This design comes from an exercise in tuning for small area, a short achievable clock period and few clock cycles per item on the open sky130 flow, not from production work. Function was checked by simulation only, so behaviour that the tests miss may differ from the original. No activity file was given, so power comes from the tool's default toggle rates.

Setup of run A:
Design saes_core, start of the top module:
module saes_core (
    input  wire        clk,
    input  wire        rst,
    input  wire        cmd_valid,
    output wire        cmd_ready,
    input  wire [23:0] cmd,
    output wire        rsp_valid,
    input  wire        rsp_ready,
    output wire        rsp_err,
    output wire [15:0] rsp_data
);
    localparam [7:0] OP_RDST  = 8'h01, OP_RST   = 8'h02, OP_GFM   = 8'h10,
                     OP_SBX   = 8'h20, OP_ISBX  = 8'h21, OP_SBB   = 8'h22,
                     OP_ISBB  = 8'h23, OP_LDS   = 8'h30, OP_RDS   = 8'h31,
                     OP_RDN   = 8'h32, OP_WRN   = 8'h33, OP_RDM   = 8'h34,
                     OP_WRM   = 8'h35, OP_RTN   = 8'h36, OP_LDK   = 8'h40,
                     OP_RDK   = 8'h41, OP_KEXP  = 8'h42, OP_RDW   = 8'h43,
                     OP_RDRK  = 8'h44, OP_ARK   = 8'h50, OP_ARKI  = 8'h51,
                     OP_SUBN  = 8'h52, OP_ISUBN = 8'h53, OP_MIXC  = 8'h54,
                     OP_IMIXC = 8'h55, OP_SHRW  = 8'h56, OP_ENC   = 8'h58,
                     OP_DEC   = 8'h59, OP_TRC   = 8'h60, OP_RDTI  = 8'h61,
  ...
==> flow/config.mk <==
export PLATFORM = sky130hd
export DESIGN_NAME = saes_core
export DESIGN_NICKNAME = saes_core
export VERILOG_FILES = /design/flow/design.v
export SDC_FILE = /design/flow/constraint.sdc
export NUM_CORES = 4
export LEC_CHECK = 0
export ABC_AREA = 1
export CAP_MARGIN = 20
export CORE_MARGIN = 2
export CORE_UTILIZATION = 50
export SETUP_SLACK_MARGIN = 3
export SLEW_MARGIN = 20
==> flow/constraint.sdc <==
create_clock -name core_clock -period 10.0 [get_ports {clk}]
set_input_delay 2.0000 -clock core_clock [delete_from_list [all_inputs] [get_ports {clk}]]
set_output_delay 2.0000 -clock core_clock [all_outputs]
set_load 0.01 [all_outputs]
standard.sh (not shown) runs the stock make flow with config.mk's settings and CLKGATE_MAP_FILE= SYNTH_SCRIPT=/design/flow/synth_recipe.tcl, a recipe that flattens the netlist after the stock synthesis.
==> flow/flow/run.sh <==
#!/bin/bash
# Layout flow: the standard layout (standard.sh), with these changes:
#  - synthesis: Yosys's adder extraction is skipped (ADDER_MAP_FILE empty), so the
#    XOR-heavy cipher logic is mapped by ABC instead of being frozen into half-adder
#    cells, and ABC maps with flow/abc.script (deep AIG resynthesis until 20 rounds bring no gain, then area mapping)
#    in place of ORFS's abc_area.script;
#  - placement: every input and output port still gets its own buffer, but a buf_4
#    rather than the default choice (a slow delay cell).
# Everything else, including register names and cell types, is the standard flow's.
set -euo pipefail
export FLOW_WORK="$PWD"
export FLOW_ABC_SCRIPT="$PWD/flow/abc.script"
bash standard.sh ADDER_MAP_FILE= SYNTH_SCRIPT="$PWD/flow/synth.tcl" \
  BUFFER_PORTS_ARGS="-buffer_cell sky130_fd_sc_hd__buf_4" finish > standard_flow.log 2>&1
==> flow/flow/abc.script <==
strash
&get -n
&deepsyn -J 20 -T 600
&put
dch -f
map -a
topo
stime -c
buffer -c
upsize -c
dnsize -c
==> flow/flow/synth.tcl <==
# The standard flow's synthesis script (synth_recipe.tcl), with ABC's -script replaced by this flow's.
proc abc {args} {
  set i [lsearch -exact $args -script]
  if { $i >= 0 } { lset args [expr { $i + 1 }] $::env(FLOW_ABC_SCRIPT) }
  yosys abc {*}$args
}
source $::env(FLOW_WORK)/synth_recipe.tcl
Every stage of the flow completed for run A, and the final layout passed the timing, design-rule and antenna checks.
Testbench counts of run A, summed over its fixed seeds: cycles 80,887, cmds 75,981.
diff inputs: run A => run B
- CORE_UTILIZATION changed from 50 to 40
## What came out
| fraction of power consumed by sequential logic | run B vs run A | 0.6 points lower |. Relative slew slack was lower in the run labelled run A. In the tables for run B and run A, longest individual stage delay on the worst path reads higher with run A. Summary of run B over run A: core region area climbed 25%, final area increased by about 3% relative to the old numbers, accumulated negative setup slack ~0 delta, count of different cell masters after synthesis now sits at about the same level, relative contribution of combinational cells to total power neither gained nor lost much. Relative to run A, total internal power increased by about 4.6% in run B. Post-layout total power of run B exceeds that of run A by a few percent. Run A -> run B: routed wire length increased by a little under 10%.
Inputs modified between run B and run C:
- changing CORE_UTILIZATION from 40 to 50
- setting TNS_END_PERCENT to 20 for the first time
### Flow results
- rsp_data[0] as the critical path endpoint was reported by run C, and rsp_data[1] by run B.
- Setup WNS run B -> run C: worse
- Clock power shrinks by a few percent when moving from run B to run C.
- Critical path data arrival time (higher): run C
- Against run B, run C comes in 0.11 ns lower on register-to-register slack.
- Summary of run C over run B: number of antenna violations at the first check in global routing now sits lower; hold slack now sits lower; final period demand of the worst path now sits higher; met2 capacity usage during global routing now sits higher.
- Taking run B as the reference point, the net switching share of the total power of run C rises by 1.4 points.
- Compared to run B, run C has final cell area excluding filler cells 570 sq um lower.
Here is what was changed in the inputs of run D compared with run C.
- CORE_UTILIZATION changed from 50 to 55
- TNS_END_PERCENT removed (was 20)
### Flow results
- Portion of the layout cell area used by non-clock buffers was lower in the run labelled run C.
- Against run C as the reference, run D delivers a higher net switching power.
- Between run D and run C, fraction of met3 tracks used by global routing is lower for run C, run D comes in above that.
- | global-route met2 utilization | run D vs run C | 2.2 points higher |
- Run C -> run D: peak supply drop decreased by a few percent

* * *

v6:
saes_core again, from the RTL that the note above started with.
clock: 10.0 ns
lec_check: 0
abc_area: 1
cap_margin: 20
core_margin: 2
core_utilization: 45
setup_slack_margin: 3.3
slew_margin: 20
Scripts as last shown in full above: flow/flow/run.sh, flow/flow/abc.script, flow/flow/synth.tcl
v6 completed; timing, DRC and antenna clean
Testbench counts of v6, summed over its fixed seeds: cycles 80,887, cmds 75,981.
Relative to v6, the following input files were edited for v7:
diff --git a/flow/config.mk b/flow/config.mk
--- a/flow/config.mk
+++ b/flow/config.mk
@@ -11,2 +11,2 @@
-export CORE_UTILIZATION = 45
-export SETUP_SLACK_MARGIN = 3.3
+export CORE_UTILIZATION = 40
+export SETUP_SLACK_MARGIN = 2.7
Results
Both conditions hold for v7: the flow ran to the end and the final layout passed the timing, design-rule and antenna checks. Portion of the clock cycle consumed by the worst path in the final layout for v7: 6.2 points up relative to v6. When v7 is set beside v6, its final area turns out to be 9.8% smaller. Area growth from synthesis to layout was lower in v7 than in v6.

* * *

Another version of the RTL of saes_core (not shown whole).
Size in the first run: roughly 2200 cells after synthesis, ~120 flip-flops, roughly 14000 µm² of cells after synthesis.
// saes_core
module saes_core (
    input  wire        clk,
    input  wire        rst,
    input  wire        cmd_valid,
    output wire        cmd_ready,
    input  wire [23:0] cmd,
    output wire        rsp_valid,
    input  wire        rsp_ready,
    output wire        rsp_err,
    output wire [15:0] rsp_data
);
==> flow/config.mk <==
export PLATFORM = sky130hd
export DESIGN_NAME = saes_core
export DESIGN_NICKNAME = saes_core
export VERILOG_FILES = /design/flow/design.v
export SDC_FILE = /design/flow/constraint.sdc
export NUM_CORES = 4
export LEC_CHECK = 0
export ABC_AREA = 1
export CAP_MARGIN = 20
export CORE_MARGIN = 2
export CORE_UTILIZATION = 45
export SETUP_SLACK_MARGIN = 3
export SLEW_MARGIN = 20
==> flow/constraint.sdc <==
create_clock -name core_clock -period 10.0 [get_ports {clk}]
set_input_delay 2.0000 -clock core_clock [delete_from_list [all_inputs] [get_ports {clk}]]
set_output_delay 2.0000 -clock core_clock [all_outputs]
set_load 0.01 [all_outputs]
==> flow/flow/run.sh <==
#!/bin/bash
# Layout flow: the standard layout (standard.sh), with these changes:
#  - synthesis: Yosys's adder extraction is skipped (ADDER_MAP_FILE empty), so the
#    XOR-heavy cipher logic is mapped by ABC instead of being frozen into half-adder
#    cells, and ABC maps with flow/abc.script (deep AIG resynthesis until 20 rounds bring no gain, then mapping to a 3 ns delay target)
#    in place of ORFS's abc_area.script;
#  - placement: every input and output port still gets its own buffer, but a buf_4
#    rather than the default choice (a slow delay cell).
# Everything else, including register names and cell types, is the standard flow's.
set -euo pipefail
export FLOW_WORK="$PWD"
export FLOW_ABC_SCRIPT="$PWD/flow/abc.script"
bash standard.sh ADDER_MAP_FILE= SYNTH_SCRIPT="$PWD/flow/synth.tcl" \
  BUFFER_PORTS_ARGS="-buffer_cell sky130_fd_sc_hd__buf_4" finish > standard_flow.log 2>&1
==> flow/flow/abc.script <==
strash
&get -n
&deepsyn -J 20 -T 600
&put
dch -f
map -D 3000
topo
stime -c
buffer -c
upsize -c
dnsize -c
Scripts as last shown in full above: flow/flow/synth.tcl
The starting point passed the timing, design-rule and antenna checks.
Testbench counts at the start, summed over its fixed seeds: cycles 80,887, cmds 75,981.
Next try:
--- a/flow/flow/run.sh
+++ b/flow/flow/run.sh
@@ -3,5 +3,5 @@
 #  - synthesis: Yosys's adder extraction is skipped (ADDER_MAP_FILE empty), so the
 #    XOR-heavy cipher logic is mapped by ABC instead of being frozen into half-adder
-#    cells, and ABC maps with flow/abc.script (deep AIG resynthesis until 20 rounds bring no gain, then mapping to a 3 ns delay target)
+#    cells, and ABC maps with flow/abc.script (deep AIG resynthesis until 20 rounds bring no gain, then area mapping)
 #    in place of ORFS's abc_area.script;
 #  - placement: every input and output port still gets its own buffer, but a buf_4
==> flow/flow/abc.script (replaced) <==
strash
&get -n
&deepsyn -J 20 -T 600
&put
dch -f
map -a
topo
stime -c
buffer -c
upsize -c
dnsize -c
Result:
- total power climbs by 4.9%
- wire length drops by 1.8%
- cell area climbs by 1.2%
- via count climbs by 0.40%
- die area climbs by 0.50%

afterwards: timing with drivers on the ports:
The results above use ideal ports. As a check the final layouts listed here were re-extracted and re-timed, cells and wires unchanged. Step 1, drivers: a clkbuf_16 drives clk and a buf_2 each remaining input, both assumed. Step 2 also shifts input and output timing later by t, the mid clock arrival at the registers, as if the neighbouring blocks saw the same clock. Three values: no drivers, after step 1, after step 2; two values: the first two.
run | t, ns | slack for setup (ns) | worst hold slack (ns) | worst setup path at the end
run A | 0.502 | 2.938 / 2.905 / 2.905 | 0.414 / 0.414 / 0.414 | input to output
run B | 0.511 | 2.973 / 2.923 / 2.824 | 0.434 / 0.434 / 0.434 | input to register
run C | 0.502 | 2.789 / 2.757 / 2.757 | 0.416 / 0.416 / 0.416 | input to output
run D | 0.501 | 2.941 / 2.905 / 2.905 | 0.450 / 0.450 / 0.450 | input to output
v6 | 0.504 | 3.234 / 3.147 / 3.147 | 0.462 / 0.462 / 0.462 | input to output
v7 | 0.513 | 2.616 / 2.592 / 2.592 | 0.435 / 0.435 / 0.435 | input to output
the first run of note 3 | 0.499 | 2.868 / 2.831 / 2.655 | 0.459 / 0.459 / 0.459 | input to register
the second run of note 3 | 0.500 | 2.955 / 2.920 / 2.920 | 0.440 / 0.440 / 0.440 | input to output
After both steps setup and hold are still met in every run listed. For the first run of note 3, which loses most, drivers alone change the setup slack by -0.037 ns; drivers and shift together by -0.213 ns.
